From an optimization exercise on the open Yosys and OpenROAD flow, aimed at small area, a short achievable clock period and few clock cycles per item; shortcuts taken in it are not production practice. The RTL was checked by simulation tests, not by an equivalence proof against the original design. No activity file was given, so power comes from the tool's default toggle rates.

`design/flow/config.mk`:
```
export PLATFORM = sky130hd
export DESIGN_NAME = symbol_alphabet_rom
export DESIGN_NICKNAME = symbol_alphabet_rom
export VERILOG_FILES = /design/flow/design.v
export SDC_FILE = /design/flow/constraint.sdc
export NUM_CORES = 4
export LEC_CHECK = 0
export ABC_AREA = 1
export CAP_MARGIN = 20
export CORE_MARGIN = 2
export CORE_UTILIZATION = 15
export GPL_ROUTABILITY_DRIVEN = 1
export PLACE_DENSITY = 0.35
export SETUP_SLACK_MARGIN = 0.4
export SLEW_MARGIN = 20
```
`design/flow/constraint.sdc`:
```
create_clock -name core_clock -period 24.0 [get_ports {clk}]
set_input_delay 4.8000 -clock core_clock [delete_from_list [all_inputs] [get_ports {clk}]]
set_output_delay 4.8000 -clock core_clock [all_outputs]
set_load 0.01 [all_outputs]
```
`design/flow/design.v`:
```
module alphabet_rom (
    input  wire [5:0] sym_index,   
    output reg  [7:0] sym_char,
    input  wire [7:0] chr,         
    output reg        chr_found,
    output reg  [5:0] chr_index
);
  always @(*) begin
    case (sym_index)
      6'd0 : sym_char = 8'h30;  
      6'd1 : sym_char = 8'h41;  
      6'd2 : sym_char = 8'h42;  
      6'd3 : sym_char = 8'h43;  
      6'd4 : sym_char = 8'h44;  
      6'd5 : sym_char = 8'h32;  
      6'd6 : sym_char = 8'h45;  
      6'd7 : sym_char = 8'h46;  
      6'd8 : sym_char = 8'h47;  
      6'd9 : sym_char = 8'h48;  
      6'd10: sym_char = 8'h34;  
      6'd11: sym_char = 8'h49;  
      6'd12: sym_char = 8'h4A;  
      6'd13: sym_char = 8'h4B;  
      6'd14: sym_char = 8'h4C;  
      6'd15: sym_char = 8'h4D;  
      6'd16: sym_char = 8'h4E;  
      6'd17: sym_char = 8'h36;  
      6'd18: sym_char = 8'h4F;  
      6'd19: sym_char = 8'h50;  
      6'd20: sym_char = 8'h51;  
      6'd21: sym_char = 8'h52;  
      6'd22: sym_char = 8'h53;  
      6'd23: sym_char = 8'h54;  
      6'd24: sym_char = 8'h38;  
      6'd25: sym_char = 8'h55;  
      6'd26: sym_char = 8'h56;  
      6'd27: sym_char = 8'h57;  
      6'd28: sym_char = 8'h58;  
      6'd29: sym_char = 8'h59;  
      6'd30: sym_char = 8'h5A;  
      6'd31: sym_char = 8'h2D;  
      6'd32: sym_char = 8'h31;  
      6'd33: sym_char = 8'h61;  
      6'd34: sym_char = 8'h62;  
      6'd35: sym_char = 8'h63;  
      6'd36: sym_char = 8'h64;  
      6'd37: sym_char = 8'h33;  
      6'd38: sym_char = 8'h65;  
      6'd39: sym_char = 8'h66;  
      6'd40: sym_char = 8'h67;  
      6'd41: sym_char = 8'h68;  
      6'd42: sym_char = 8'h35;  
      6'd43: sym_char = 8'h69;  
      6'd44: sym_char = 8'h6A;  
      6'd45: sym_char = 8'h6B;  
      6'd46: sym_char = 8'h6C;  
      6'd47: sym_char = 8'h6D;  
      6'd48: sym_char = 8'h6E;  
      6'd49: sym_char = 8'h37;  
      6'd50: sym_char = 8'h6F;  
      6'd51: sym_char = 8'h70;  
      6'd52: sym_char = 8'h71;  
      6'd53: sym_char = 8'h72;  
      6'd54: sym_char = 8'h73;  
      6'd55: sym_char = 8'h74;  
      6'd56: sym_char = 8'h39;  
      6'd57: sym_char = 8'h75;  
      6'd58: sym_char = 8'h76;  
      6'd59: sym_char = 8'h77;  
      6'd60: sym_char = 8'h78;  
      6'd61: sym_char = 8'h79;  
      6'd62: sym_char = 8'h7A;  
      6'd63: sym_char = 8'h2E;  
      default: sym_char = 8'h00;
    endcase
  end
  always @(*) begin
    chr_found = 1'b0;
    chr_index = 6'd0;
    case (chr)
      8'h2D: begin chr_found = 1'b1; chr_index = 6'd31; end  
      8'h2E: begin chr_found = 1'b1; chr_index = 6'd63; end  
      8'h30: begin chr_found = 1'b1; chr_index = 6'd0; end  
      8'h31: begin chr_found = 1'b1; chr_index = 6'd32; end  
      8'h32: begin chr_found = 1'b1; chr_index = 6'd5; end  
      8'h33: begin chr_found = 1'b1; chr_index = 6'd37; end  
      8'h34: begin chr_found = 1'b1; chr_index = 6'd10; end  
      8'h35: begin chr_found = 1'b1; chr_index = 6'd42; end  
      8'h36: begin chr_found = 1'b1; chr_index = 6'd17; end  
      8'h37: begin chr_found = 1'b1; chr_index = 6'd49; end  
      8'h38: begin chr_found = 1'b1; chr_index = 6'd24; end  
      8'h39: begin chr_found = 1'b1; chr_index = 6'd56; end  
      8'h41: begin chr_found = 1'b1; chr_index = 6'd1; end  
      8'h42: begin chr_found = 1'b1; chr_index = 6'd2; end  
      8'h43: begin chr_found = 1'b1; chr_index = 6'd3; end  
      8'h44: begin chr_found = 1'b1; chr_index = 6'd4; end  
      8'h45: begin chr_found = 1'b1; chr_index = 6'd6; end  
      8'h46: begin chr_found = 1'b1; chr_index = 6'd7; end  
      8'h47: begin chr_found = 1'b1; chr_index = 6'd8; end  
      8'h48: begin chr_found = 1'b1; chr_index = 6'd9; end  
      8'h49: begin chr_found = 1'b1; chr_index = 6'd11; end  
      8'h4A: begin chr_found = 1'b1; chr_index = 6'd12; end  
      8'h4B: begin chr_found = 1'b1; chr_index = 6'd13; end  
      8'h4C: begin chr_found = 1'b1; chr_index = 6'd14; end  
      8'h4D: begin chr_found = 1'b1; chr_index = 6'd15; end  
      8'h4E: begin chr_found = 1'b1; chr_index = 6'd16; end  
      8'h4F: begin chr_found = 1'b1; chr_index = 6'd18; end  
      8'h50: begin chr_found = 1'b1; chr_index = 6'd19; end  
      8'h51: begin chr_found = 1'b1; chr_index = 6'd20; end  
      8'h52: begin chr_found = 1'b1; chr_index = 6'd21; end  
      8'h53: begin chr_found = 1'b1; chr_index = 6'd22; end  
      8'h54: begin chr_found = 1'b1; chr_index = 6'd23; end  
      8'h55: begin chr_found = 1'b1; chr_index = 6'd25; end  
      8'h56: begin chr_found = 1'b1; chr_index = 6'd26; end  
      8'h57: begin chr_found = 1'b1; chr_index = 6'd27; end  
      8'h58: begin chr_found = 1'b1; chr_index = 6'd28; end  
      8'h59: begin chr_found = 1'b1; chr_index = 6'd29; end  
      8'h5A: begin chr_found = 1'b1; chr_index = 6'd30; end  
      8'h61: begin chr_found = 1'b1; chr_index = 6'd33; end  
      8'h62: begin chr_found = 1'b1; chr_index = 6'd34; end  
      8'h63: begin chr_found = 1'b1; chr_index = 6'd35; end  
      8'h64: begin chr_found = 1'b1; chr_index = 6'd36; end  
      8'h65: begin chr_found = 1'b1; chr_index = 6'd38; end  
      8'h66: begin chr_found = 1'b1; chr_index = 6'd39; end  
      8'h67: begin chr_found = 1'b1; chr_index = 6'd40; end  
      8'h68: begin chr_found = 1'b1; chr_index = 6'd41; end  
      8'h69: begin chr_found = 1'b1; chr_index = 6'd43; end  
      8'h6A: begin chr_found = 1'b1; chr_index = 6'd44; end  
      8'h6B: begin chr_found = 1'b1; chr_index = 6'd45; end  
      8'h6C: begin chr_found = 1'b1; chr_index = 6'd46; end  
      8'h6D: begin chr_found = 1'b1; chr_index = 6'd47; end  
      8'h6E: begin chr_found = 1'b1; chr_index = 6'd48; end  
      8'h6F: begin chr_found = 1'b1; chr_index = 6'd50; end  
      8'h70: begin chr_found = 1'b1; chr_index = 6'd51; end  
      8'h71: begin chr_found = 1'b1; chr_index = 6'd52; end  
      8'h72: begin chr_found = 1'b1; chr_index = 6'd53; end  
      8'h73: begin chr_found = 1'b1; chr_index = 6'd54; end  
      8'h74: begin chr_found = 1'b1; chr_index = 6'd55; end  
      8'h75: begin chr_found = 1'b1; chr_index = 6'd57; end  
      8'h76: begin chr_found = 1'b1; chr_index = 6'd58; end  
      8'h77: begin chr_found = 1'b1; chr_index = 6'd59; end  
      8'h78: begin chr_found = 1'b1; chr_index = 6'd60; end  
      8'h79: begin chr_found = 1'b1; chr_index = 6'd61; end  
      8'h7A: begin chr_found = 1'b1; chr_index = 6'd62; end  
      default: begin chr_found = 1'b0; chr_index = 6'd0; end
    endcase
  end
endmodule
module coord_shift (
    input  wire [58:0] din,
    input  wire [5:0]  sh,
    output reg  [58:0] dout,      
    output reg         st         
);
  integer k;
  always @(*) begin
    dout = din;
    st   = 1'b0;
    for (k = 0; k < 6; k = k + 1) begin
      if (sh[k]) begin
        st   = st | (|(dout & ~({59{1'b1}} << (1 << k))));
        dout = dout >> (1 << k);
      end
    end
  end
endmodule
module coord_tofix_pre (
    input  wire [63:0] d,         
    output wire [58:0] m59,       
    output wire [5:0]  sh         
);
  wire [10:0] ex  = d[62:52];
  wire [11:0] shw = 12'd1033 - {1'b0, ex};
  assign m59 = {ex != 11'd0, d[51:0], 6'd0};
  assign sh  = shw[5:0];
endmodule
module coord_tofix_add (
    input  wire [63:0] d,         
    input  wire        is_y,      
    input  wire [58:0] as,        
    input  wire        ast,       
    output wire [60:0] mg,        
    output wire        neg,       
    output wire        sub,       
    output wire [2:0]  eb         
);
  wire        sgn  = d[63];
  wire [10:0] ex   = d[62:52];
  wire [51:0] fr   = d[51:0];
  wire [11:0] shw  = 12'd1033 - {1'b0, ex};
  wire        huge = shw[11] | (shw[10:6] != 5'd0);   
  wire [58:0] a    = huge ? 59'd0 : as;
  wire        st   = huge ? ((ex != 11'd0) | (fr != 52'd0)) : ast;
  wire [10:0] ec = is_y ? 11'd1029 : 11'd1030;
  wire        ge = (ex > ec) || ((ex == ec) && (fr >= 52'h6800000000000));
  wire le52  = (ex < 11'd1028) || ((ex == 11'd1028) && (fr <= 52'hA000000000000));
  wire le116 = (ex < 11'd1029) || ((ex == 11'd1029) && (fr <= 52'hD000000000000));
  wire le148 = (ex < 11'd1030) || ((ex == 11'd1030) && (fr <= 52'h2800000000000));
  wire le26  = (ex < 11'd1027) || ((ex == 11'd1027) && (fr <= 52'hA000000000000));
  wire le58  = (ex < 11'd1028) || ((ex == 11'd1028) && (fr <= 52'hD000000000000));
  assign eb  = is_y ? {1'b0, le26, le58} : {le52, le116, le148};
  wire [10:0] at  = {1'b0, a[58:49]};
  wire [10:0] ct  = is_y ? 11'd45 : 11'd90;           
  assign neg = sgn & ge;
  assign sub = sgn & !ge;
  assign mg  = {(!sgn ? at + ct : ge ? at - ct : at), a[48:0], st};
endmodule
module coord_tofix_prep (
    input  wire [22:0] mlo,       
    input  wire        is_y,
    output wire [6:0]  sticky,    
    output wire [8:2]  ones,      
    output wire [4:0]  nz         
);
  wire [22:0] low = is_y ? {1'b1, mlo[21:0]} : mlo;
  wire [22:0] lz  = is_y ? {1'b0, mlo[21:0]} : mlo;
  genvar g;
  generate for (g = 0; g < 7; g = g + 1) begin : stk
    assign sticky[g] = |mlo[g:0];
  end endgenerate
  generate for (g = 2; g < 9; g = g + 1) begin : one
    assign ones[g] = &low[22:g];
  end endgenerate
  generate for (g = 0; g < 5; g = g + 1) begin : nzr
    assign nz[g] = |lz[22:g];
  end endgenerate
endmodule
module coord_tofix_round (
    input  wire [60:0] mg,
    input  wire        is_y,
    input  wire        neg,
    input  wire        sub,
    input  wire [2:0]  eb,
    input  wire [6:0]  sticky,    
    input  wire [8:2]  ones,
    input  wire [4:0]  nz,
    output wire [36:0] dvd,       
    output wire        flip       
);
  wire [6:0] top = sub ? {4'd0, eb} : mg[60:54];
  reg rnd, cy, fnz;
  always @(*) begin
    rnd = 1'b0;
    cy  = 1'b0;
    fnz = nz[0];
    if      (top[6]) begin rnd = mg[7] & (mg[8] | sticky[6]); cy = rnd & ones[8]; end
    else if (top[5]) begin rnd = mg[6] & (mg[7] | sticky[5]); cy = rnd & ones[7]; end
    else if (top[4]) begin rnd = mg[5] & (mg[6] | sticky[4]); cy = rnd & ones[6]; end
    else if (top[3]) begin rnd = mg[4] & (mg[5] | sticky[3]); cy = rnd & ones[5]; end
    else if (top[2]) begin rnd = mg[3] & (mg[4] | sticky[2]); cy = rnd & ones[4]; fnz = rnd ? !ones[4] : nz[4]; end
    else if (top[1]) begin rnd = mg[2] & (mg[3] | sticky[1]); cy = rnd & ones[3]; fnz = rnd ? !ones[3] : nz[3]; end
    else if (top[0]) begin rnd = mg[1] & (mg[2] | sticky[0]); cy = rnd & ones[2]; fnz = rnd ? !ones[2] : nz[2]; end
  end
  wire [36:0] x  = is_y ? mg[58:22] : mg[59:23];
  wire        iv = neg | sub;
  wire [37:0] kc = neg ? (38'd90 << 31) + 38'd44 : sub ? (38'd90 << 27) + 38'd45 : 38'd45;
  wire        ci = neg ? !cy : sub ? !(cy | fnz) : cy;
  wire [37:0] w;
  fast_add #(.W(38), .L(6)) u_w (.a({iv, x ^ {37{iv}}}), .b(kc), .ci(ci), .s(w));
  assign dvd  = w[37:1];
  assign flip = neg;
endmodule
module div45_step (
    input  wire [6:0] r,          
    input  wire       b,          
    output wire [6:0] ro,
    output wire       q           
);
  wire [1:0] r1 = r[1:0];
  wire [1:0] r2 = r[3:2];
  wire [2:0] r3 = r[6:4];
  wire q1 = r1[1] | (r1[0] & b);
  wire [1:0] r1o = {(r1[0] & ~b) | (r1[1] & b), (~r1[1] & ~r1[0] & b) | (r1[1] & ~b)};
  wire q2 = r2[1] | (r2[0] & q1);
  wire [1:0] r2o = {(r2[0] & ~q1) | (r2[1] & q1), (~r2[1] & ~r2[0] & q1) | (r2[1] & ~q1)};
  reg  [2:0] r3o;
  reg        q3;
  always @(*) begin
    case ({r3, q2})
      4'd0: begin q3 = 1'b0; r3o = 3'd0; end
      4'd1: begin q3 = 1'b0; r3o = 3'd1; end
      4'd2: begin q3 = 1'b0; r3o = 3'd2; end
      4'd3: begin q3 = 1'b0; r3o = 3'd3; end
      4'd4: begin q3 = 1'b0; r3o = 3'd4; end
      4'd5: begin q3 = 1'b1; r3o = 3'd0; end
      4'd6: begin q3 = 1'b1; r3o = 3'd1; end
      4'd7: begin q3 = 1'b1; r3o = 3'd2; end
      4'd8: begin q3 = 1'b1; r3o = 3'd3; end
      4'd9: begin q3 = 1'b1; r3o = 3'd4; end
      default: begin q3 = 1'b1; r3o = 3'd4; end
    endcase
  end
  assign ro = {r3o, r2o, r1o};
  assign q  = q3;
endmodule
module coord_todeg_sub (
    input  wire [31:0] n,         
    output wire [32:0] c          
);
  wire [5:0]  hi = {n[31], n[31:27]} - 6'd1;
  wire        sg = hi[5];
  assign c = {sg, {hi[4:0], n[26:0]} ^ {32{sg}}};
endmodule
module coord_todeg_mul (
    input  wire [32:0] c,         
    output wire [38:0] a,         
    output wire        s          
);
  assign s = c[32];
  wire [32:0] ci = {1'b0, c[31:0]};                   
  wire [38:0] p0 = {ci, 5'd0};
  wire [38:0] p1 = {2'd0, ci, 3'd0};
  wire [38:0] p2 = {3'd0, ci, 2'd0};
  wire [38:0] p3 = {6'd0, ci};
  wire [38:0] p4 = {33'd0, s, 1'b0, s, s, 1'b0, s};   
  wire [38:0] s1 = p0 ^ p1 ^ p2;
  wire [38:0] c1 = {(p0[37:0] & p1[37:0]) | (p0[37:0] & p2[37:0]) | (p1[37:0] & p2[37:0]), 1'b0};
  wire [38:0] s2 = s1 ^ c1 ^ p3;
  wire [38:0] c2 = {(s1[37:0] & c1[37:0]) | (s1[37:0] & p3[37:0]) | (c1[37:0] & p3[37:0]), 1'b0};
  wire [38:0] s3 = s2 ^ c2 ^ p4;
  wire [38:0] c3 = {(s2[37:0] & c2[37:0]) | (s2[37:0] & p4[37:0]) | (c2[37:0] & p4[37:0]), 1'b0};
  fast_add #(.W(39), .L(6)) u_cpa (.a(s3), .b(c3), .ci(1'b0), .s(a));
endmodule
module coord_todeg_lead (
    input  wire [38:0] a,
    output wire [5:0]  sh,        
    output wire [58:0] rin        
);
  wire [63:0] x = {a, 25'd0};
  wire        v [0:6][0:63];      
  wire [5:0]  z [0:6][0:63];      
  genvar l, j;
  generate
    for (j = 0; j < 64; j = j + 1) begin : lf
      assign v[0][j] = x[63 - j];
      assign z[0][j] = 6'd0;
    end
    for (l = 1; l <= 6; l = l + 1) begin : lv
      for (j = 0; j < (64 >> l); j = j + 1) begin : nd
        assign v[l][j] = v[l-1][2*j] | v[l-1][2*j+1];
        assign z[l][j] = v[l-1][2*j] ? z[l-1][2*j] : (z[l-1][2*j+1] | (6'd1 << (l - 1)));
      end
      for (j = (64 >> l); j < 64; j = j + 1) begin : un
        assign v[l][j] = 1'b0;
        assign z[l][j] = 6'd0;
      end
    end
  endgenerate
  assign sh = v[6][0] ? z[6][0] : 6'd0;
  genvar g;
  generate for (g = 0; g < 39; g = g + 1) begin : rv
    assign rin[58 - g] = a[g];
  end endgenerate
  assign rin[19:0] = 20'd0;
endmodule
module coord_todeg_norm (
    input  wire [38:0] a,
    input  wire        s,
    input  wire        is_y,
    input  wire [5:0]  sh,        
    input  wire [58:0] rout,      
    output wire [63:0] d
);
  wire [38:0] norm;
  genvar g;
  generate for (g = 0; g < 39; g = g + 1) begin : rv
    assign norm[g] = rout[58 - g];
  end endgenerate
  wire [10:0] e = (is_y ? 11'd997 : 11'd998) + 11'd38 - {5'd0, sh};
  assign d = (a == 39'd0) ? 64'd0 : {s, e, norm[37:0], 14'd0};
endmodule
module fast_add #(
    parameter integer W = 32,
    parameter integer L = 5
) (
    input  wire [W-1:0] a,
    input  wire [W-1:0] b,
    input  wire         ci,
    output wire [W-1:0] s
);
  wire [W-1:0] p0 = a ^ b;
  wire [W-1:0] g [0:L];
  wire [W-1:0] p [0:L];
  assign g[0] = (a & b) | {{(W-1){1'b0}}, p0[0] & ci};
  assign p[0] = p0;
  genvar l, i;
  generate for (l = 0; l < L; l = l + 1) begin : lv
    for (i = 0; i < W; i = i + 1) begin : bt
      if ((i >> l) & 1) begin : m
        assign g[l+1][i] = g[l][i] | (p[l][i] & g[l][((i >> l) << l) - 1]);
        assign p[l+1][i] = p[l][i] & p[l][((i >> l) << l) - 1];
      end else begin : k
        assign g[l+1][i] = g[l][i];
        assign p[l+1][i] = p[l][i];
      end
    end
  end endgenerate
  assign s = p0 ^ {g[L][W-2:0], ci};
endmodule
module symbol_alphabet_rom (
    input  wire        clk,
    input  wire        rst,
    input  wire        cmd_valid,
    output wire        cmd_ready,
    input  wire [3:0]  cmd_op,
    input  wire [63:0] cmd_opa,
    input  wire [63:0] cmd_opb,
    input  wire        si_valid,
    input  wire        si_end,
    input  wire [7:0]  si_char,
    output wire        si_ready,
    input  wire        pi_valid,
    input  wire        pi_end,
    input  wire [63:0] pi_lon,
    input  wire [63:0] pi_lat,
    output wire        pi_ready,
    output wire        so_valid,
    output wire [7:0]  so_char,
    input  wire        so_ready,
    output wire        po_valid,
    output wire [63:0] po_x,
    output wire [63:0] po_y,
    input  wire        po_ready,
    output wire        busy,
    output wire        done,
    output wire [1:0]  err,
    output wire        resv,
    output wire [63:0] res,
    output wire [31:0] ax,
    output wire [31:0] ay,
    output wire        axis
);
  localparam [3:0] OP_NOP    = 4'd0,  OP_SYMOF  = 4'd1,  OP_IDXOF  = 4'd2,  OP_RDNUM  = 4'd3,
                   OP_DECNUM = 4'd4,  OP_WRNUM  = 4'd5,  OP_TOFIXX = 4'd6,  OP_TOFIXY = 4'd7,
                   OP_TODEGX = 4'd8,  OP_TODEGY = 4'd9,  OP_ACLR   = 4'd10, OP_AADD   = 4'd11,
                   OP_ALOAD  = 4'd12, OP_ADIFF  = 4'd13, OP_DECODE = 4'd14, OP_ENCODE = 4'd15;
  localparam [1:0] TIER_SMALL = 2'd0, TIER_MEDIUM = 2'd1, TIER_FULL = 2'd2, TIER_RAW = 2'd3;
  localparam [1:0] TD_NONE = 2'd0, TD_X = 2'd1, TD_Y = 2'd2, TD_RES = 2'd3;
  localparam integer DSTEP = 12;
  reg        busy_r;
  reg        first;         
  reg        second;        
  reg [3:0]  op;
  reg [63:0] opr;           
  reg [31:0] acc_x;
  reg [31:0] acc_y;
  reg        axis_r;
  reg        axis_bn;       
  reg [63:0] res_r;
  reg        resv_r;
  reg        done_r;
  reg        err_r;
  wire accept = cmd_valid && !busy_r && (cmd_op != OP_NOP);
  reg  op_rd, op_dn, op_dec, op_enc, op_wr, op_fix, op_read, op_acc, op_sub, op_bacc;
  reg  [8:0]  f0;           
  reg         f0v;
  reg         endin;        
  reg         endq;         
  reg  [2:0]  scnt;         
  reg  [1:0]  tier;
  reg         innum;        
  reg         cmp;          
  reg         cx, cy;       
  reg  [32:0] tin;          
  reg  [38:0] ta;
  reg         ts, ty;
  reg  [1:0]  tdst;
  reg         po_v;
  reg  [63:0] po_xr, po_yr;
  reg  [1:0]  fph;          
  reg  [1:0]  pfs;          
  reg         pcons;        
  reg         va, ya;       
  reg  [60:0] mg;
  reg         vm, ym, nm, sm;   
  reg  [2:0]  ebm;
  reg  [6:0]  stm;
  reg  [8:2]  onm;
  reg  [4:0]  nzm;
  reg         dv, dy, dneg;
  reg  [1:0]  dc;
  reg  [35:0] dq;           
  reg  [6:0]  dr;
  reg  [31:0] fx, fy;
  reg         vfx, vfy;
  reg         wsel;         
  reg  [29:0] osr;           
  reg  [29:0] nw;           
  reg  [2:0]  nwl;
  reg         nwv;
  reg  [2:0]  ocnt;
  reg  [7:0]  ochr;
  wire [7:0] rom_char;
  wire       rev_found;
  wire [5:0] rev_index;
  reg  [5:0] rom_idx;
  alphabet_rom u_rom (
      .sym_index (rom_idx),
      .sym_char  (rom_char),
      .chr       (op_read ? f0[7:0] : opr[7:0]),
      .chr_found (rev_found),
      .chr_index (rev_index)
  );
  wire [7:0] rom_char2;
  wire       rom2_f;
  wire [5:0] rom2_i;
  alphabet_rom u_rom2 (
      .sym_index (nw[29:24]),
      .sym_char  (rom_char2),
      .chr       (8'd0),
      .chr_found (rom2_f),
      .chr_index (rom2_i)
  );
  wire apply_now = cmp && (!op_dec || (axis_r ? !cy && (!cx || conv_x) : !cx && (!cy || conv_y)));
  wire s2_go     = busy_r && op_read && f0v && !endq && (!cmp || apply_now);
  wire h_end     = f0[8];
  wire s2_sym    = s2_go && !h_end && rev_found;
  reg  [31:0] payload;
  always @(*) begin
    case (tier)
      TIER_SMALL:  payload = {{21{~osr[10]}}, ~osr[10], osr[9:0]};
      TIER_MEDIUM: payload = {{16{~osr[15]}}, ~osr[15], osr[14:0]};
      TIER_FULL:   payload = {4'd0, osr[27:0]};
      default:     payload = {2'd0, osr};
    endcase
  end
  wire enc_load = op_enc && !nwv && (wsel ? vfy : vfx);       
  wire wr_load  = op_wr && first;
  wire nw_take  = nwv && ((ocnt == 3'd0) || ((ocnt == 3'd1) && so_ready));
  reg  [31:0] amux;
  reg  [31:0] bmux;
  reg         inv;
  always @(*) begin
    amux = payload;
    bmux = 32'd0;
    inv  = 1'b0;
    if (op_fix) begin
      amux = (op == OP_TOFIXY) ? fy : fx;
    end else if (op_wr) begin
      amux = opr[31:0];
    end else if (op_acc) begin
      amux = opr[63:32];
      if (op_bacc) bmux = opr[0] ? acc_y : acc_x;
      inv  = op_sub;
    end else if (op_dec) begin
      if (tier != TIER_FULL) bmux = axis_bn ? acc_x : acc_y;
    end
  end
  wire [31:0] sum;
  fast_add #(.W(32), .L(5)) u_add (.a(amux), .b(bmux ^ {32{inv}}), .ci(inv), .s(sum));
  wire [31:0] ea = wsel ? fy : fx;
  wire [31:0] eb = wsel ? acc_y : acc_x;
  wire [31:0] ed;
  fast_add #(.W(32), .L(5)) u_esub (.a(ea), .b(~eb), .ci(1'b1), .s(ed));
  wire [29:0] word_e, word_w;
  wire [2:0]  wlen_e, wlen_w;
  num_word u_we (.d(ed),  .a(ea),         .word(word_e), .len(wlen_e));
  num_word u_ww (.d(opr[31:0]), .a(opr[63:32]), .word(word_w), .len(wlen_w));
  wire [29:0] word = op_wr ? word_w : word_e;
  wire [2:0]  wlen = op_wr ? wlen_w : wlen_e;
  wire        oload  = nw_take;
  wire        oshift = (ocnt != 3'd0) && so_ready;
  always @(*) begin
    if (busy_r && op == OP_SYMOF) rom_idx = opr[5:0];
    else                          rom_idx = osr[23:18];
  end
  wire conv_x = cx && !po_v;
  wire conv_y = cy && !cx && !po_v;
  wire conv_r = busy_r && second && (op == OP_TODEGX || op == OP_TODEGY);
  wire [38:0] t_a;
  wire        t_s;
  wire [32:0] t_c;
  coord_todeg_sub u_tsub (
      .n (op_dec ? sum : opr[31:0]),
      .c (t_c)
  );
  coord_todeg_mul u_tmul (
      .c (tin),
      .a (t_a),
      .s (t_s)
  );
  wire [58:0] f_m59;
  wire [5:0]  f_sh;
  coord_tofix_pre u_fpre (
      .d   (opr),
      .m59 (f_m59),
      .sh  (f_sh)
  );
  wire [5:0]  t_sh;
  wire [58:0] t_rin;
  coord_todeg_lead u_tlead (
      .a   (ta),
      .sh  (t_sh),
      .rin (t_rin)
  );
  wire [58:0] s_out;
  wire        s_st;
  coord_shift u_shift (
      .din  (f_m59),
      .sh   (f_sh),
      .dout (s_out),
      .st   (s_st)
  );
  wire [58:0] t_out;
  wire        t_st;
  coord_shift u_tshift (
      .din  (t_rin),
      .sh   (t_sh),
      .dout (t_out),
      .st   (t_st)
  );
  wire [63:0] deg;
  coord_todeg_norm u_tnorm (
      .a    (ta),
      .s    (ts),
      .is_y (ty),
      .sh   (t_sh),
      .rout (t_out),
      .d    (deg)
  );
  wire [60:0] f_mg;
  wire        f_neg, f_sub;
  wire [2:0]  f_eb;
  coord_tofix_add u_fadd (
      .d    (opr),
      .is_y (ya),
      .as   (s_out),
      .ast  (s_st),
      .mg   (f_mg),
      .neg  (f_neg),
      .sub  (f_sub),
      .eb   (f_eb)
  );
  wire [6:0]  f_st;
  wire [8:2]  f_on;
  wire [4:0]  f_nz;
  coord_tofix_prep u_fprep (
      .mlo    (f_mg[22:0]),
      .is_y   (ya),
      .sticky (f_st),
      .ones   (f_on),
      .nz     (f_nz)
  );
  wire [36:0] f_dvd;
  wire        f_flip;
  coord_tofix_round u_fround (
      .mg   (mg),
      .is_y (ym),
      .neg  (nm),
      .sub  (sm),
      .eb   (ebm),
      .sticky (stm),
      .ones (onm),
      .nz   (nzm),
      .dvd  (f_dvd),
      .flip (f_flip)
  );
  wire [6:0]  dr_s [0:DSTEP];
  wire [35:0] dq_s [0:DSTEP];
  assign dr_s[0] = dr;
  assign dq_s[0] = dq;
  genvar g;
  generate for (g = 0; g < DSTEP; g = g + 1) begin : dstep
    wire q;
    div45_step u_step (.r(dr_s[g]), .b(dq_s[g][35]), .ro(dr_s[g+1]), .q(q));
    assign dq_s[g+1] = {dq_s[g][34:0], q};
  end endgenerate
  wire        dlast   = dv && (dc == 2'd2);
  wire        dout_ok = dy ? !vfy : !vfx;
  wire        dfree   = !dv || (dlast && dout_ok);
  wire        takem   = vm && dfree;
  wire        takea   = va && !vm;
  wire        canA    = !va || takea;
  assign cmd_ready = !busy_r;
  assign busy      = busy_r;
  assign done      = done_r;
  assign err       = {1'b0, err_r};
  assign resv      = resv_r;
  assign res       = res_r;
  assign ax        = acc_x;
  assign ay        = acc_y;
  assign axis      = axis_r;
  assign si_ready  = busy_r && op_read && !endin &&
                     (op_dec ? (!f0v || s2_go) : (!f0v && !cmp && (scnt != 3'd0 || !op_rd)));
  assign pi_ready  = busy_r && op_enc && (pcons || (fph == 2'd1 && canA) || fph == 2'd2);
  assign so_valid  = (ocnt != 3'd0);
  assign so_char   = ochr;
  assign po_valid  = po_v;
  assign po_x      = po_xr;
  assign po_y      = po_yr;
  reg fin;
  always @(*) begin
    fin = 1'b0;
    if (busy_r) begin
      case (op)
        OP_RDNUM, OP_DECNUM: fin = apply_now || (s2_go && h_end);
        OP_DECODE:           fin = endq && !cmp && !cx && !cy && (tdst == TD_NONE) && (!po_v || po_ready);
        OP_ENCODE:           fin = (fph == 2'd3) && !va && !vm && !dv && !vfx && !vfy && !nwv &&
                                   ((ocnt == 3'd0) || (ocnt == 3'd1 && so_ready));
        OP_WRNUM:            fin = !first && ocnt == 3'd1 && so_ready;
        OP_SYMOF:            fin = second;
        OP_TOFIXX:           fin = vfx;
        OP_TOFIXY:           fin = vfy;
        OP_TODEGX, OP_TODEGY: fin = (tdst == TD_RES);
        default:             fin = first;
      endcase
    end
  end
  wire pf_go = busy_r && !first && !op_enc && !op_fix && cmd_valid && (cmd_op == OP_ENCODE) &&
               pi_valid && !pi_end && (pfs != 2'd2);
  wire [63:0] opr_cmd = {((cmd_op == OP_WRNUM) || (cmd_op == OP_AADD) || (cmd_op == OP_ALOAD) ||
                          (cmd_op == OP_ADIFF)) ? cmd_opb[31:0] : cmd_opa[63:32], cmd_opa[31:0]};
  always @(posedge clk) begin
    if (!busy_r && !va)
      opr <= opr_cmd;
    else if ((op_enc && !pcons && fph == 2'd0 || pf_go && pfs == 2'd0) && canA)
      opr <= pi_lon;
    else if ((op_enc && fph == 2'd1 || pf_go && pfs == 2'd1) && canA)
      opr <= pi_lat;
    if (si_valid && si_ready) f0 <= {si_end, si_char};
    if (s2_sym) begin
      osr <= {osr[23:0], rev_index};
      if (!op_rd && scnt == 3'd0)
        tier <= (rev_index[5:4] == 2'b11) ? TIER_FULL : rev_index[5] ? TIER_MEDIUM : TIER_SMALL;
    end
    if (accept) begin
      osr  <= 30'd0;
      tier <= TIER_RAW;
    end
    if (busy_r && first && (op == OP_TODEGX || op == OP_TODEGY)) tin <= t_c;
    else if (apply_now && op_dec)                                tin <= t_c;
    if (conv_x || conv_y || conv_r) begin
      ta <= t_a;
      ts <= t_s;
      ty <= conv_y || (!conv_x && op == OP_TODEGY);
    end
    if (tdst == TD_X) po_xr <= deg;
    if (tdst == TD_Y) po_yr <= deg;
    if (takea) begin
      mg  <= f_mg;
      ym  <= ya;
      nm  <= f_neg;
      sm  <= f_sub;
      ebm <= f_eb;
      stm <= f_st;
      onm <= f_on;
      nzm <= f_nz;
    end
    if (takem) begin
      dq   <= f_dvd[35:0];
      dr   <= {6'd0, f_dvd[36]};
      dy   <= ym;
      dneg <= f_flip;
    end else if (dv && dc != 2'd2) begin
      dq <= dq_s[DSTEP];
      dr <= dr_s[DSTEP];
    end
    if (dlast && dout_ok) begin
      if (dy) fy <= dq_s[DSTEP][31:0] ^ {dneg, 31'd0};
      else    fx <= dq_s[DSTEP][31:0] ^ {dneg, 31'd0};
    end
    if (enc_load || wr_load) begin
      nw  <= word;
      nwl <= wlen;
    end
    if (oload) begin
      osr  <= nw;
      ochr <= rom_char2;
    end else if (oshift) begin
      osr  <= {osr[23:0], 6'd0};
      ochr <= rom_char;
    end else if (busy_r && first && op == OP_SYMOF) begin
      ochr <= rom_char;
    end
  end
  always @(posedge clk) begin
    if (rst) begin
      busy_r <= 1'b0;
      first  <= 1'b0;
      second <= 1'b0;
      op     <= OP_NOP;
      op_rd  <= 1'b0;
      op_dn  <= 1'b0;
      op_dec <= 1'b0;
      op_enc <= 1'b0;
      op_wr  <= 1'b0;
      op_fix <= 1'b0;
      op_read <= 1'b0;
      op_acc <= 1'b0;
      op_sub <= 1'b0;
      op_bacc <= 1'b0;
      acc_x  <= 32'd0;
      acc_y  <= 32'd0;
      axis_r <= 1'b0;
      axis_bn <= 1'b1;
      res_r  <= 64'd0;
      resv_r <= 1'b0;
      done_r <= 1'b0;
      err_r  <= 1'b0;
      f0v    <= 1'b0;
      endin  <= 1'b0;
      endq   <= 1'b0;
      scnt   <= 3'd0;
      innum  <= 1'b0;
      cmp    <= 1'b0;
      cx     <= 1'b0;
      cy     <= 1'b0;
      tdst   <= TD_NONE;
      po_v   <= 1'b0;
      fph    <= 2'd0;
      pcons  <= 1'b0;
      wsel   <= 1'b0;
      ocnt   <= 3'd0;
      nwv    <= 1'b0;
    end else begin
      first  <= accept;
      second <= first && !accept;
      if (accept) begin
        busy_r <= 1'b1;
        op     <= cmd_op;
        op_rd  <= (cmd_op == OP_RDNUM);
        op_dn  <= (cmd_op == OP_DECNUM);
        op_dec <= (cmd_op == OP_DECODE);
        op_enc <= (cmd_op == OP_ENCODE);
        op_wr  <= (cmd_op == OP_WRNUM);
        op_fix <= (cmd_op == OP_TOFIXX) || (cmd_op == OP_TOFIXY);
        op_read <= (cmd_op == OP_RDNUM) || (cmd_op == OP_DECNUM) || (cmd_op == OP_DECODE);
        op_acc <= (cmd_op == OP_AADD) || (cmd_op == OP_ALOAD) || (cmd_op == OP_ADIFF);
        op_sub <= (cmd_op == OP_ADIFF);
        op_bacc <= (cmd_op == OP_AADD) || (cmd_op == OP_ADIFF);
        done_r <= 1'b0;
        err_r  <= 1'b0;
        resv_r <= 1'b0;
        f0v    <= 1'b0;
        endin  <= 1'b0;
        endq   <= 1'b0;
        innum  <= 1'b0;
        scnt   <= (cmd_op == OP_RDNUM) ? cmd_opa[2:0] : 3'd0;
        cmp    <= (cmd_op == OP_RDNUM) && (cmd_opa[2:0] == 3'd0);
        fph    <= (pfs == 2'd1) ? 2'd1 : 2'd0;
        pcons  <= (pfs == 2'd2);
        wsel   <= 1'b0;
        if (cmd_op == OP_DECODE || cmd_op == OP_ENCODE || cmd_op == OP_ACLR) begin
          acc_x <= 32'd0;
          acc_y <= 32'd0;
        end
        if (cmd_op == OP_DECODE || cmd_op == OP_ENCODE)
          axis_r <= 1'b0;
        if (cmd_op == OP_DECODE || cmd_op == OP_ENCODE)
          axis_bn <= 1'b1;
      end else if (busy_r) begin
        if (first) begin
          case (op)
            OP_IDXOF: begin res_r <= {58'd0, rev_index}; resv_r <= rev_found; end
            OP_AADD, OP_ALOAD: begin
              res_r  <= {32'd0, sum};
              resv_r <= 1'b1;
              if (opr[0]) acc_y <= sum; else acc_x <= sum;
            end
            OP_ADIFF: begin res_r <= {32'd0, sum}; resv_r <= 1'b1; end
            default: ;
          endcase
        end
        if (second && op == OP_SYMOF) begin
          res_r  <= {56'd0, ochr};
          resv_r <= 1'b1;
        end
        if (second && op_wr) res_r <= {61'd0, nwl};
        if (si_valid && si_ready) begin
          f0v <= 1'b1;
          if (si_end) endin <= 1'b1;
        end else if (s2_go) begin
          f0v <= 1'b0;
        end
        if (s2_go) begin
          if (h_end) begin
            endq  <= 1'b1;
            err_r <= op_dec ? innum : 1'b1;
          end else if (!rev_found) begin
            innum <= 1'b1;
          end else begin
            innum <= 1'b1;
            if (op_rd || scnt != 3'd0) begin
              scnt <= scnt - 3'd1;
              if (scnt == 3'd1) begin
                cmp   <= 1'b1;
                innum <= 1'b0;
              end
            end else begin
              scnt <= (rev_index[5:4] == 2'b11) ? 3'd4 : rev_index[5] ? 3'd2 : 3'd1;
            end
          end
        end
        if (apply_now) begin
          cmp <= 1'b0;
          if (op_dec) begin
            if (axis_r) begin acc_y <= sum; cy <= 1'b1; end
            else        begin acc_x <= sum; cx <= 1'b1; end
            axis_r <= !axis_r;
            axis_bn <= axis_r;
          end else begin
            res_r  <= {30'd0, op_dn ? tier : 2'd0, sum};
            resv_r <= 1'b1;
          end
        end
        if (conv_x) cx <= 1'b0;
        if (conv_y) cy <= 1'b0;
        tdst <= conv_x ? TD_X : conv_y ? TD_Y : conv_r ? TD_RES : TD_NONE;
        if (tdst == TD_Y) po_v <= 1'b1;
        if (po_v && po_ready) po_v <= 1'b0;
        if (tdst == TD_RES) begin
          res_r  <= deg;
          resv_r <= 1'b1;
        end
        if (op_enc && pcons && pi_valid) pcons <= 1'b0;
        if (op_enc && !pcons) begin
          case (fph)
            2'd0: if (canA && pi_valid) fph <= pi_end ? 2'd2 : 2'd1;
            2'd1: if (canA && pi_valid) fph <= 2'd0;
            2'd2: if (pi_valid) fph <= 2'd3;
            default: ;
          endcase
        end
        if (enc_load) begin
          if (wsel) acc_y <= fy;
          else      acc_x <= fx;
          wsel <= !wsel;
        end
        if (enc_load || wr_load) nwv <= 1'b1;
        else if (nw_take)        nwv <= 1'b0;
        if (oload)       ocnt <= nwl;
        else if (oshift) ocnt <= ocnt - 3'd1;
        if (op_fix && (vfx || vfy)) begin
          res_r  <= {32'd0, sum};
          resv_r <= 1'b1;
        end
        if (fin) begin
          busy_r <= 1'b0;
          done_r <= 1'b1;
          if (op_wr) resv_r <= 1'b1;
        end
      end
    end
  end
  wire ld_lon = (busy_r && op_enc && !pcons && fph == 2'd0 && pi_valid && !pi_end ||
                 pf_go && pfs == 2'd0) && canA;
  wire ld_lat = (busy_r && op_enc && fph == 2'd1 && pi_valid || pf_go && pfs == 2'd1) && canA;
  wire ld_fix = accept && ((cmd_op == OP_TOFIXX) || (cmd_op == OP_TOFIXY));
  wire use_fx = busy_r && (enc_load && !wsel || op_fix && vfx);
  wire use_fy = busy_r && (enc_load && wsel || op_fix && vfy);
  always @(posedge clk) begin
    if (rst) begin
      pfs <= 2'd0;
      va  <= 1'b0;
      ya  <= 1'b0;
      vm  <= 1'b0;
      dv  <= 1'b0;
      dc  <= 2'd0;
      vfx <= 1'b0;
      vfy <= 1'b0;
    end else begin
      if (accept)
        pfs <= 2'd0;
      else if (pf_go && canA)
        pfs <= pfs + 2'd1;
      if (ld_lon || ld_lat || ld_fix) va <= 1'b1;
      else if (takea)                 va <= 1'b0;
      if (ld_lat)      ya <= 1'b1;
      else if (ld_lon) ya <= 1'b0;
      else if (ld_fix) ya <= cmd_op[0];
      if (takea)      vm <= 1'b1;
      else if (takem) vm <= 1'b0;
      if (takem) begin
        dv <= 1'b1;
        dc <= 2'd0;
      end else if (dv && dc != 2'd2) begin
        dc <= dc + 2'd1;
      end else if (dlast && dout_ok) begin
        dv <= 1'b0;
      end
      if (dlast && dout_ok && !dy) vfx <= 1'b1;
      else if (use_fx)             vfx <= 1'b0;
      if (dlast && dout_ok && dy)  vfy <= 1'b1;
      else if (use_fy)             vfy <= 1'b0;
    end
  end
endmodule
module num_word (
    input  wire [31:0] d,
    input  wire [31:0] a,
    output wire [29:0] word,
    output wire [2:0]  len
);
  wire is_sm = (d[31:10] == 22'd0) || (d[31:10] == {22{1'b1}});
  wire is_md = (d[31:15] == 17'd0) || (d[31:15] == {17{1'b1}});
  assign word = is_sm ? {1'b0, ~d[10], d[9:0], 18'd0} :
                is_md ? {2'b10, ~d[15], d[14:0], 12'd0} :
                        {2'b11, a[27:0]};
  assign len  = is_sm ? 3'd2 : is_md ? 3'd3 : 3'd5;
endmodule
```
`design/flow/run.sh`:
```
#!/bin/bash
# synth_recipe.tcl (not shown) runs the flow's synth.tcl, then flattens the netlist and writes it again
# the make line also repeats each setting of config.mk as NAME=value (left out here)
make -C /OpenROAD-flow-scripts/flow DESIGN_CONFIG=/design/flow/config.mk WORK_HOME=/design/flow/orfs CLKGATE_MAP_FILE= SYNTH_SCRIPT=/design/flow/synth_recipe.tcl finish
```
==> metrics.md, run 1 <==
| Metric | Value |
|---|---|
| Number of H-tree branching levels | 3 |
| Distinct cells, synth | a little over 70 |
| Largest clock skew in the final design | approximately 0.072 ns |
| Final worst setup slack | 15.03 ns |
| I/O pin cnt | roughly 550 |
| Dominant combinational cell family by area after synthesis | simple AND/OR/NAND/NOR gates |
| Maximum number of buffers from clock root to sink | 3 |
| Flop and latch count out of synthesis | just under 700 |
| HPWL reported at the end of detailed placement | 216000 um |
| Cell seen most often among critical-path stages | sky130_fd_sc_hd__nand2_1 |
| Clock tree from TritonCTS | built |
| Wire length after detailed routing | 271000 um |
| Average footprint of a synthesized cell | approximately 7.4 sq um |
| Top flip-flop cell by instance count after synthesis | sky130_fd_sc_hd__edfxtp_1 |
| Final Hold Violating Endpoints | 0 |
| Pins over their slew limit | 0 |
| Startpoint class of the critical path | register |
| Global-route usage over all layers | 0.150 |
| Req. time, crit path | about 24 ns |
| Gate count after technology mapping | approximately 7000 |
| Detail-routed net length per standard cell | between 20 and 25 um |
| Leakage Power | 24.9 nW |
| Simple-gate share of the synthesized area | 0.230 |
| Share of final-layout standard cells stronger than drive strength 1 | 0.0657 |
| Area of the die | about 350000 sq um |
| Post-CTS setup buffer count | 0 |
| Post-synthesis instance area | between 50000 and 60000 sq um |
| EDFF count, synth | 490 |
| Power per cell area | 106 nW/um^2 |
| Capturing element type of the critical path | register |
| Placeable core area | approximately 340000 sq um |
| Number of nets in the final layout | just under 8000 |
| Adder-cell area share of the yosys netlist | 0.0820 |
| Setup-failing EPs final | 0 |
| Critical-path maximum fanout | 45 |
| Register area share after synthesis | 0.361 |
| Top cell family by delay on the critical path | simple AND/OR/NAND/NOR gates |
| Clock input transition at the sequential cells of the worst setup and hold paths | about 0.070 ns |
| Drc violations | 0 |
| Delay contributed by the slowest stage of the critical path | ~0.73 ns |
| Fraction of registers with async set or reset after synthesis | 0 |
| Post-CTS sizing | 0 |
| Post-synthesis mux area share | 0.0145 |
| Hold bufs inserted after CTS | 0 |
| GRT Residual Overflow | 0 |
| Count of buffers from port buffering | 489 |
| Post-route antenna net violation count | 0 |
| Slowest library cell on the worst path | sky130_fd_sc_hd__nand2_2 |
| DIE WIDTH | a little under 600 um |
| Y dimension of the die | 591 um |
| Final worst path period share | 0.374 |
| Run status | no timing/DRC/antenna violations |
| Worst slew margin relative to its limit | 0.283 |
| Summed negative setup slack over all endpoints | 0 ns |
| Clk latency of the worst-skew pair | 0.77 ns |
| XOR/XNOR Fraction of Synth Area | 0.0258 |
| Minimum setup slack after placement | about 15 ns |
| Number of standard-cell rows in the floorplan | roughly 220 |
| Number of vias per cell | between 4 and 5 |
| Compound-cell area share of the yosys netlist | 0.200 |
| Number of antenna violations at the first check in global routing | 26 |
| Post-synthesis to final-layout area growth | 25.6% |
| Max Cap Viol | 0 |
| Buf/Inv on CP | 6 |
| Via count of the first global-routing pass | approximately 50000 |
| First-pass GRT wire length | 377000 um |
| Maximum VDD drop | 0.260 mV |
| Worst slew pin tran | between 1 and 1.5 ns |
| Pre-antenna DRT Iters | 6 |
| Clk sink count | approximately 690 |
| Setup CP Type | reg -> reg |
| HP Class | reg -> reg |
| Setup repair after global routing missed its margin | no |
| Min Clock Period, post-route | between 8 and 9 ns |
| Largest net degree at the start of global routing | 112 |
| Signal arrival time at the worst endpoint | roughly 9.4 ns |
| Root Buffer | sky130_fd_sc_hd__clkbuf_16 |
| Initial core utilization | 0.151 |
| Initial drt markers | 4315 |
| Syn. warnings | 9 |
| Peak clock frequency supported by timing | between 100 and 150 MHz |
| Global placer's final weighted congestion | 0.944 |
| Vias post-DR | 50800 |
| Cts bufs inserted | 91 |
tightest hold or removal path: cells and delay by family (launching register included):
kind / cells / cell delay [ns]
flip-flops: 1 / 0.31
AND/OR/NAND/NOR: 1 / 0.06
AO/OA/AOI/OAI: 1 / 0.05
placed cells by master, fill, tap and decap left out, types with 30 or more instances in the layout:
master | netlist | final
sky130_fd_sc_hd__mux2i_1 | 75 | 75
sky130_fd_sc_hd__edfxtp_1 | 490 | 490
sky130_fd_sc_hd__o21ai_0 | 833 | 830
sky130_fd_sc_hd__buf_4 | 31 | 115
sky130_fd_sc_hd__clkbuf_16 | 0 | 92
sky130_fd_sc_hd__nand2_1 | 1683 | 1678
sky130_fd_sc_hd__nand4_1 | 55 | 55
sky130_fd_sc_hd__a21oi_1 | 401 | 400
sky130_fd_sc_hd__nand3_1 | 239 | 239
sky130_fd_sc_hd__nor4_1 | 30 | 30
sky130_fd_sc_hd__nand2_2 | 45 | 49
sky130_fd_sc_hd__clkinv_1 | 16 | 30
sky130_fd_sc_hd__or2_2 | 42 | 42
sky130_fd_sc_hd__o211ai_1 | 124 | 124
sky130_fd_sc_hd__o31ai_1 | 35 | 35
sky130_fd_sc_hd__nor2_1 | 597 | 586
sky130_fd_sc_hd__o22ai_1 | 69 | 69
sky130_fd_sc_hd__fa_1 | 77 | 77
sky130_fd_sc_hd__a31oi_1 | 56 | 56
sky130_fd_sc_hd__a211oi_1 | 30 | 30
sky130_fd_sc_hd__conb_1 | 1 | 30
sky130_fd_sc_hd__clkdlybuf4s50_1 | 0 | 488
sky130_fd_sc_hd__o221ai_1 | 44 | 44
sky130_fd_sc_hd__nor3_1 | 86 | 84
sky130_fd_sc_hd__inv_2 | 32 | 41
sky130_fd_sc_hd__ha_1 | 215 | 215
sky130_fd_sc_hd__dfxtp_1 | 196 | 193
sky130_fd_sc_hd__inv_1 | 713 | 704
sky130_fd_sc_hd__xor2_1 | 123 | 122
where the power goes:
part	total (W)	leakage, nW	internal (W)	switching (W)
registers	0.00162	6.13	0.00153	0.0000965
logic	0.00381	17.3	0.00111	0.00270
clock network	0.00146	1.49	0.000841	0.000617
metrics by stage:
stage | cell area, sq um | hold slack (ns) | cells | utilization | total power [W]
floorplan | 51700 | 0.436 | 7004 | - | 0.00409
global placement | 61700 | 0.449 | 11800 | 0.180 | 0.00545
detailed placement | 61700 | 0.463 | 11800 | 0.180 | 0.00550
CTS | 64800 | 0.472 | 12000 | 0.189 | 0.00700
global route | 64900 | 0.487 | 12000 | 0.189 | 0.00738
finish | 64900 | 0.469 | 12000 | 0.189 | 0.00689
final cells by class:
| cell class | instances | area (sq um) |
|---|---|---|
| clock inverter | 56 | 721 |
| sequential | 686 | 18600 |
| antenna | 5 | 12.5 |
| fill | 38600 | 278000 |
| tap | 4557 | 5700 |
| clock buffer | 111 | 2370 |
| timing repair buffer | 605 | 5800 |
| inverter | 763 | 2870 |
| multi-input combinational | 5180 | 28700 |
worst paths after layout:
path	start	to	slack (ns)	depth (start not counted)
worst min-delay path	dc[1]	dc[1]	0.47	2
worst max register to register	op_fix	tin[6]	15.03	45
worst max-delay path	op_fix	tin[6]	15.03	45
worst min register to register	dc[1]	dc[1]	0.47	2
cell families after synthesis:
logic type,after synthesis
xor+xnor,152
buf+inv,1138
simple gates,2849
compound gates,1782
fa+ha+maj,292
mux,75
other cells,1
flops,686
registers in the layout, indices dropped and copies added, names as in the netlist, 33 cells and up:
signal  count
dq         36
mg         48
opr        64
po_xr      50
po_yr      50
res_r      64
ta         39
tin        33
per-layer routing:
metal / GRT usage / routed length, um / share of wire
met5: 0 / 66 / 0.00024
met4: 0.0668 / 13500 / 0.050
met3: 0.0239 / 15000 / 0.055
met2: 0.250 / 125000 / 0.46
met1: 0.191 / 118000 / 0.43
cell usage after synthesis, types with 31 or more instances:
cell type / instances / area share
sky130_fd_sc_hd__o21ai_0: 833 / 0.081
sky130_fd_sc_hd__nand2_2: 45 / 0.0055
sky130_fd_sc_hd__clkbuf_1: 294 / 0.021
sky130_fd_sc_hd__nor3_1: 86 / 0.0083
sky130_fd_sc_hd__inv_1: 713 / 0.052
sky130_fd_sc_hd__dfxtp_1: 196 / 0.076
sky130_fd_sc_hd__o211ai_1: 124 / 0.018
sky130_fd_sc_hd__o221ai_1: 44 / 0.0075
sky130_fd_sc_hd__xor2_1: 123 / 0.021
sky130_fd_sc_hd__o31ai_1: 35 / 0.0051
sky130_fd_sc_hd__buf_4: 31 / 0.0045
sky130_fd_sc_hd__nand3_1: 239 / 0.023
sky130_fd_sc_hd__nand2_1: 1683 / 0.12
sky130_fd_sc_hd__ha_1: 215 / 0.052
sky130_fd_sc_hd__a31oi_1: 56 / 0.0068
sky130_fd_sc_hd__edfxtp_1: 490 / 0.28
sky130_fd_sc_hd__fa_1: 77 / 0.030
sky130_fd_sc_hd__mux2i_1: 75 / 0.015
sky130_fd_sc_hd__o22ai_1: 69 / 0.0084
sky130_fd_sc_hd__nand4_1: 55 / 0.0067
sky130_fd_sc_hd__a21oi_1: 401 / 0.039
sky130_fd_sc_hd__inv_2: 32 / 0.0023
sky130_fd_sc_hd__or2_2: 42 / 0.0051
sky130_fd_sc_hd__nor2_1: 597 / 0.043
Testbench counts, summed over its fixed seeds: cycles 12,383, items 1,954.
==> run 2: changes to the inputs <==
--- a/design/flow/design.v
+++ b/design/flow/design.v
@@ -481,8 +481,8 @@
   reg  [1:0]  dc;
   reg  [35:0] dq;           
   reg  [6:0]  dr;
-  reg  [31:0] fx, fy;
-  reg         vfx, vfy;
+  reg  [31:0] fq;           
+  reg         vfq;
   reg         wsel;         
   reg  [29:0] osr;           
   reg  [29:0] nw;           
@@ -524,7 +524,7 @@
       default:     payload = {2'd0, osr};
     endcase
   end
-  wire enc_load = op_enc && !nwv && (wsel ? vfy : vfx);       
+  wire enc_load = op_enc && !first && !nwv && vfq;           
   wire wr_load  = op_wr && first;
   wire nw_take  = nwv && ((ocnt == 3'd0) || ((ocnt == 3'd1) && so_ready));
   reg  [31:0] amux;
@@ -535,7 +535,7 @@
     bmux = 32'd0;
     inv  = 1'b0;
     if (op_fix) begin
-      amux = (op == OP_TOFIXY) ? fy : fx;
+      amux = fq;
     end else if (op_wr) begin
       amux = opr[31:0];
     end else if (op_acc) begin
@@ -548,7 +548,7 @@
   end
   wire [31:0] sum;
   fast_add #(.W(32), .L(5)) u_add (.a(amux), .b(bmux ^ {32{inv}}), .ci(inv), .s(sum));
-  wire [31:0] ea = wsel ? fy : fx;
+  wire [31:0] ea = fq;
   wire [31:0] eb = wsel ? acc_y : acc_x;
   wire [31:0] ed;
   fast_add #(.W(32), .L(5)) u_esub (.a(ea), .b(~eb), .ci(1'b1), .s(ed));
@@ -666,7 +666,7 @@
     assign dq_s[g+1] = {dq_s[g][34:0], q};
   end endgenerate
   wire        dlast   = dv && (dc == 2'd2);
-  wire        dout_ok = dy ? !vfy : !vfx;
+  wire        dout_ok = !vfq || enc_load;
   wire        dfree   = !dv || (dlast && dout_ok);
   wire        takem   = vm && dfree;
   wire        takea   = va && !vm;
@@ -695,12 +695,11 @@
       case (op)
         OP_RDNUM, OP_DECNUM: fin = apply_now || (s2_go && h_end);
         OP_DECODE:           fin = endq && !cmp && !cx && !cy && (tdst == TD_NONE) && (!po_v || po_ready);
-        OP_ENCODE:           fin = (fph == 2'd3) && !va && !vm && !dv && !vfx && !vfy && !nwv &&
+        OP_ENCODE:           fin = (fph == 2'd3) && !va && !vm && !dv && !vfq && !nwv &&
                                    ((ocnt == 3'd0) || (ocnt == 3'd1 && so_ready));
         OP_WRNUM:            fin = !first && ocnt == 3'd1 && so_ready;
         OP_SYMOF:            fin = second;
-        OP_TOFIXX:           fin = vfx;
-        OP_TOFIXY:           fin = vfy;
+        OP_TOFIXX, OP_TOFIXY: fin = vfq;
         OP_TODEGX, OP_TODEGY: fin = (tdst == TD_RES);
         default:             fin = first;
       endcase
@@ -723,7 +722,7 @@
       if (!op_rd && scnt == 3'd0)
         tier <= (rev_index[5:4] == 2'b11) ? TIER_FULL : rev_index[5] ? TIER_MEDIUM : TIER_SMALL;
     end
-    if (accept) begin
+    if (busy_r && first) begin
       osr  <= 30'd0;
       tier <= TIER_RAW;
     end
@@ -756,8 +755,7 @@
       dr <= dr_s[DSTEP];
     end
     if (dlast && dout_ok) begin
-      if (dy) fy <= dq_s[DSTEP][31:0] ^ {dneg, 31'd0};
-      else    fx <= dq_s[DSTEP][31:0] ^ {dneg, 31'd0};
+      fq <= dq_s[DSTEP][31:0] ^ {dneg, 31'd0};
     end
     if (enc_load || wr_load) begin
       nw  <= word;
@@ -836,20 +834,21 @@
         endq   <= 1'b0;
         innum  <= 1'b0;
         scnt   <= (cmd_op == OP_RDNUM) ? cmd_opa[2:0] : 3'd0;
-        cmp    <= (cmd_op == OP_RDNUM) && (cmd_opa[2:0] == 3'd0);
+        cmp    <= 1'b0;
         fph    <= (pfs == 2'd1) ? 2'd1 : 2'd0;
         pcons  <= (pfs == 2'd2);
         wsel   <= 1'b0;
-        if (cmd_op == OP_DECODE || cmd_op == OP_ENCODE || cmd_op == OP_ACLR) begin
-          acc_x <= 32'd0;
-          acc_y <= 32'd0;
-        end
         if (cmd_op == OP_DECODE || cmd_op == OP_ENCODE)
           axis_r <= 1'b0;
         if (cmd_op == OP_DECODE || cmd_op == OP_ENCODE)
           axis_bn <= 1'b1;
       end else if (busy_r) begin
         if (first) begin
+          if (op_dec || op_enc || op == OP_ACLR) begin
+            acc_x <= 32'd0;
+            acc_y <= 32'd0;
+          end
+          if (op_rd && scnt == 3'd0) cmp <= 1'b1;    
           case (op)
             OP_IDXOF: begin res_r <= {58'd0, rev_index}; resv_r <= rev_found; end
             OP_AADD, OP_ALOAD: begin
@@ -922,15 +921,15 @@
           endcase
         end
         if (enc_load) begin
-          if (wsel) acc_y <= fy;
-          else      acc_x <= fx;
+          if (wsel) acc_y <= fq;
+          else      acc_x <= fq;
           wsel <= !wsel;
         end
         if (enc_load || wr_load) nwv <= 1'b1;
         else if (nw_take)        nwv <= 1'b0;
         if (oload)       ocnt <= nwl;
         else if (oshift) ocnt <= ocnt - 3'd1;
-        if (op_fix && (vfx || vfy)) begin
+        if (op_fix && vfq) begin
           res_r  <= {32'd0, sum};
           resv_r <= 1'b1;
         end
@@ -946,8 +945,7 @@
                  pf_go && pfs == 2'd0) && canA;
   wire ld_lat = (busy_r && op_enc && fph == 2'd1 && pi_valid || pf_go && pfs == 2'd1) && canA;
   wire ld_fix = accept && ((cmd_op == OP_TOFIXX) || (cmd_op == OP_TOFIXY));
-  wire use_fx = busy_r && (enc_load && !wsel || op_fix && vfx);
-  wire use_fy = busy_r && (enc_load && wsel || op_fix && vfy);
+  wire use_fq = busy_r && (enc_load || op_fix && vfq);
   always @(posedge clk) begin
     if (rst) begin
       pfs <= 2'd0;
@@ -956,8 +954,7 @@
       vm  <= 1'b0;
       dv  <= 1'b0;
       dc  <= 2'd0;
-      vfx <= 1'b0;
-      vfy <= 1'b0;
+      vfq <= 1'b0;
     end else begin
       if (accept)
         pfs <= 2'd0;
@@ -978,10 +975,8 @@
       end else if (dlast && dout_ok) begin
         dv <= 1'b0;
       end
-      if (dlast && dout_ok && !dy) vfx <= 1'b1;
-      else if (use_fx)             vfx <= 1'b0;
-      if (dlast && dout_ok && dy)  vfy <= 1'b1;
-      else if (use_fy)             vfy <= 1'b0;
+      if (dlast && dout_ok) vfq <= 1'b1;
+      else if (use_fq)      vfq <= 1'b0;
     end
   end
 endmodule
--- a/design/flow/config.mk
+++ b/design/flow/config.mk
@@ -8,8 +8,8 @@
 export ABC_AREA = 1
 export CAP_MARGIN = 20
 export CORE_MARGIN = 2
-export CORE_UTILIZATION = 15
+export CORE_UTILIZATION = 25
 export GPL_ROUTABILITY_DRIVEN = 1
-export PLACE_DENSITY = 0.35
+export PLACE_DENSITY = 0.5
 export SETUP_SLACK_MARGIN = 0.4
 export SLEW_MARGIN = 20
==> metrics.md, run 2 <==
| Metric | Value |
|---|---|
| Run status | no timing/DRC/antenna violations |
| Number of nets in the final layout | ~7600 |
| Registers with the most flip-flops | opr (64), res_r (64) |
| Synth top area share | 0.276 |
| Clk latency of the worst-skew pair | just over 0.7 ns |
| Post-synthesis to final-layout area growth | 21.0% |
| Number of H-tree branching levels | 3 |
| Post-CTS sizing | 0 |
| HPWL reported at the end of detailed placement | 175000 um |
| Hold bufs inserted after CTS | 0 |
| Maximum VDD drop | roughly 0.28 mV |
| Vias post-DR | around 49000 |
| Share of final-layout standard cells stronger than drive strength 1 | 0.0650 |
| Via count of the first global-routing pass | roughly 46000 |
| DIE WIDTH | approximately 450 um |
| Syn. warnings | 9 |
| Detail-routed net length per standard cell | 22.8 um |
| HP Class | reg -> reg |
| Initial core utilization | 0.252 |
| Max Cap Viol | 0 |
| Largest net degree at the start of global routing | 106 |
| Finished Cell Area | around 60000 sq um |
| Library cell with the largest summed area after synthesis | sky130_fd_sc_hd__edfxtp_1 |
| Capturing element type of the critical path | output port |
| Top flip-flop cell by instance count after synthesis | sky130_fd_sc_hd__edfxtp_1 |
| Highest-count cells in the layout ignoring fill and taps | sky130_fd_sc_hd__nand2_1, sky130_fd_sc_hd__o21ai_0, sky130_fd_sc_hd__inv_1 |
| Critical-path maximum fanout | 46 |
| Min Clock Period, post-route | between 8 and 9 ns |
| Worst slew pin tran | around 1.2 ns |
| Final worst path period share | 0.334 |
| GRT Residual Overflow | 0 |
| Total cell area at the placement stage | 57300 sq um |
| Initial drt markers | between 4000 and 5000 |
| Fill cells | around 21000 |
| Post-synthesis instance area | between 40000 and 50000 sq um |
| Setup-failing EPs final | 0 |
| Average footprint of a synthesized cell | 7.42 sq um |
| Placeable core area | between 150000 and 200000 sq um |
| Post-CTS setup buffer count | 0 |
| Setup CP Type | reg -> out |
| Signal arrival time at the worst endpoint | about 3.2 ns |
| Maximum number of buffers from clock root to sink | 3 |
| Root Buffer | sky130_fd_sc_hd__clkbuf_16 |
| Global-route usage over all layers | 0.211 |
| Leading post-synthesis cells by cell area | sky130_fd_sc_hd__edfxtp_1, sky130_fd_sc_hd__nand2_1, sky130_fd_sc_hd__o21ai_0, sky130_fd_sc_hd__dfxtp_1, sky130_fd_sc_hd__ha_1 |
| EDFF count, synth | about 460 |
| Pre-antenna DRT Iters | 8 |
| Final Hold Violating Endpoints | 0 |
| Flop and latch count out of synthesis | roughly 650 |
| Slowest library cell on the worst path | sky130_fd_sc_hd__dfxtp_4 |
| Drc violations | 0 |
| Register area share after synthesis | 0.354 |
| Summed negative setup slack over all endpoints | 0 ns |
| Fraction of registers with async set or reset after synthesis | 0 |
| Clock input transition at the sequential cells of the worst setup and hold paths | approximately 0.06 ns |
| Count of buffers from port buffering | ~490 |
| Wire length after detailed routing | between 200000 and 250000 um |
| Peak clock frequency supported by timing | about 120 MHz |
| Largest clock skew in the final design | 0.0336 ns |
| Commonest cells in the netlist | sky130_fd_sc_hd__nand2_1, sky130_fd_sc_hd__o21ai_0, sky130_fd_sc_hd__inv_1, sky130_fd_sc_hd__nor2_1, sky130_fd_sc_hd__edfxtp_1 |
| Area of the die | a little over 200000 sq um |
| First-pass GRT wire length | 319000 um |
| Gate count after technology mapping | 6709 |
| Delay contributed by the slowest stage of the critical path | roughly 0.74 ns |
| Req. time, crit path | around 19 ns |
| Buf/Inv on CP | 3 |
| Most common library cell in the layout ignoring fill and taps | sky130_fd_sc_hd__nand2_1 |
| Pins over their slew limit | 0 |
| Global placer's final weighted congestion | about 1 |
| Clock tree from TritonCTS | built |
| Number of vias per cell | about 5.1 |
| Leakage Power | 23.8 nW |
| Sequence of cells on the critical path | inv_4, nor4_1, o21ai_0, inv_1, nor2_1, nor3_1, clkdlybuf4s50_1 |
| Top cell family by delay on the critical path | buffers and inverters |
| Post-route antenna net violation count | 0 |
| Power per cell area | ~100 nW/um^2 |
| Number of antenna violations at the first check in global routing | 6 |
| Setup repair after global routing missed its margin | no |
| I/O pin cnt | 552 |
| Number of standard-cell rows in the floorplan | between 150 and 200 |
| Clk sink count | about 650 |
| Y dimension of the die | 450 um |
| Worst slew margin relative to its limit | 0.204 |
| Most common cell in the netlist | sky130_fd_sc_hd__nand2_1 |
| Distinct cells, synth | 80 |
| Cts bufs inserted | 82 |
| Startpoint class of the critical path | register |
run 2: layout make-up:
cell class | instances | area (sq um) | share of cell area
clock inverters | 44 | 548 | 0.00910
inverters | 731 | 2750 | 0.0457
multi-input cells | 4974 | 28000 | 0.466
diodes | 4 | 10.0 | 0.000166
repair buffers | 585 | 5610 | 0.0932
flip-flops and latches | 652 | 17600 | 0.293
clock buffers | 110 | 2310 | 0.0384
well taps | 2640 | 3300 | 0.0549
run 2: worst reg2reg max path, delay by kind of cell (launching register included):
kind / cells / cell delay (ns)
AOI/OAI and AO/OA: 10 / 2.34
buffers and inverters: 6 / 2.26
DFF: 1 / 0.29
xor gates and xnor gates: 1 / 0.16
and+or+nand+nor: 18 / 2.10
adders and majority gates: 1 / 0.39
run 2: power breakdown:
part | internal [W] | switching, W
Sequential | 0.00138 | 0.0000996
Clock | 0.000790 | 0.000539
Combinational | 0.00101 | 0.00229
Total | 0.00318 | 0.00293
run 2: final timing paths:
| check | cells past startpoint | endpoint | slack (ns) | startpoint |
|---|---|---|---|---|
| max | 7 | si_ready | 15.98 | busy_r |
| min | 0 | fq[26] | 0.45 | dq[14] |
| max reg2reg | 36 | tin[12] | 16.21 | op_acc |
| min reg2reg | 0 | fq[26] | 0.45 | dq[14] |
run 2: cells by family after synthesis:
| group | Yosys count | synth area share |
|---|---|---|
| other | 1 | 0.0000753 |
| muxes | 67 | 0.0135 |
| buffers and inverters | 1112 | 0.0873 |
| DFF | 652 | 0.354 |
| AOI/OAI and AO/OA | 1881 | 0.217 |
| xor gates and xnor gates | 148 | 0.0260 |
| adders and majority gates | 292 | 0.0850 |
| and+or+nand+nor | 2556 | 0.217 |
run 2: layer usage:
layer	up-vias	GRT usage	routed length, um
li1	23600	-	-
met2	1923	0.345	102000
met5	-	0	27
met3	424	0.0333	14300
met4	4	0.124	15000
met1	23300	0.262	91100
run 2: metrics by stage:
step	utilization	worst slack (ns)	instances	hold WS (ns)	power (W)
floorplan	-	15.09	6738	0.427	0.00394
global placement	0.290	15.76	9582	0.436	0.00471
detailed placement	0.290	15.72	9582	0.436	0.00480
CTS	0.305	15.91	9736	0.452	0.00615
global route	0.305	15.58	9738	0.456	0.00654
finish	0.305	15.98	9740	0.452	0.00610
Testbench counts of run 2, summed over its fixed seeds: cycles 12,516, items 1,954.

-- static timing again, ports no longer ideal --
In the flow no input, the clock included, has a driving cell. The finished layouts below were timed again as built, in two steps. Step 1: set_driving_cell puts a clkbuf_16 on clk and a buf_2 on each other input, an assumption about the parent block. Step 2 times the ports against the registers' clock, not the clock port: input delays grow and output delays shrink by t, the midpoint of the rising clock arrivals with the driver on. Three values: no drivers, after step 1, after step 2; two values: the first two.
run	t, ns	setup WS [ns]	latest minus earliest clock arrival (ns)
run 1	0.811	15.035 / 15.035 / 15.035	0.078 / 0.077
run 2	0.778	15.984 / 15.904 / 15.726	0.039 / 0.039
After both steps setup and hold are still met in every run listed. The setup slack of run 2, which loses most, moves by -0.080 ns with the drivers and by -0.258 ns with both steps.
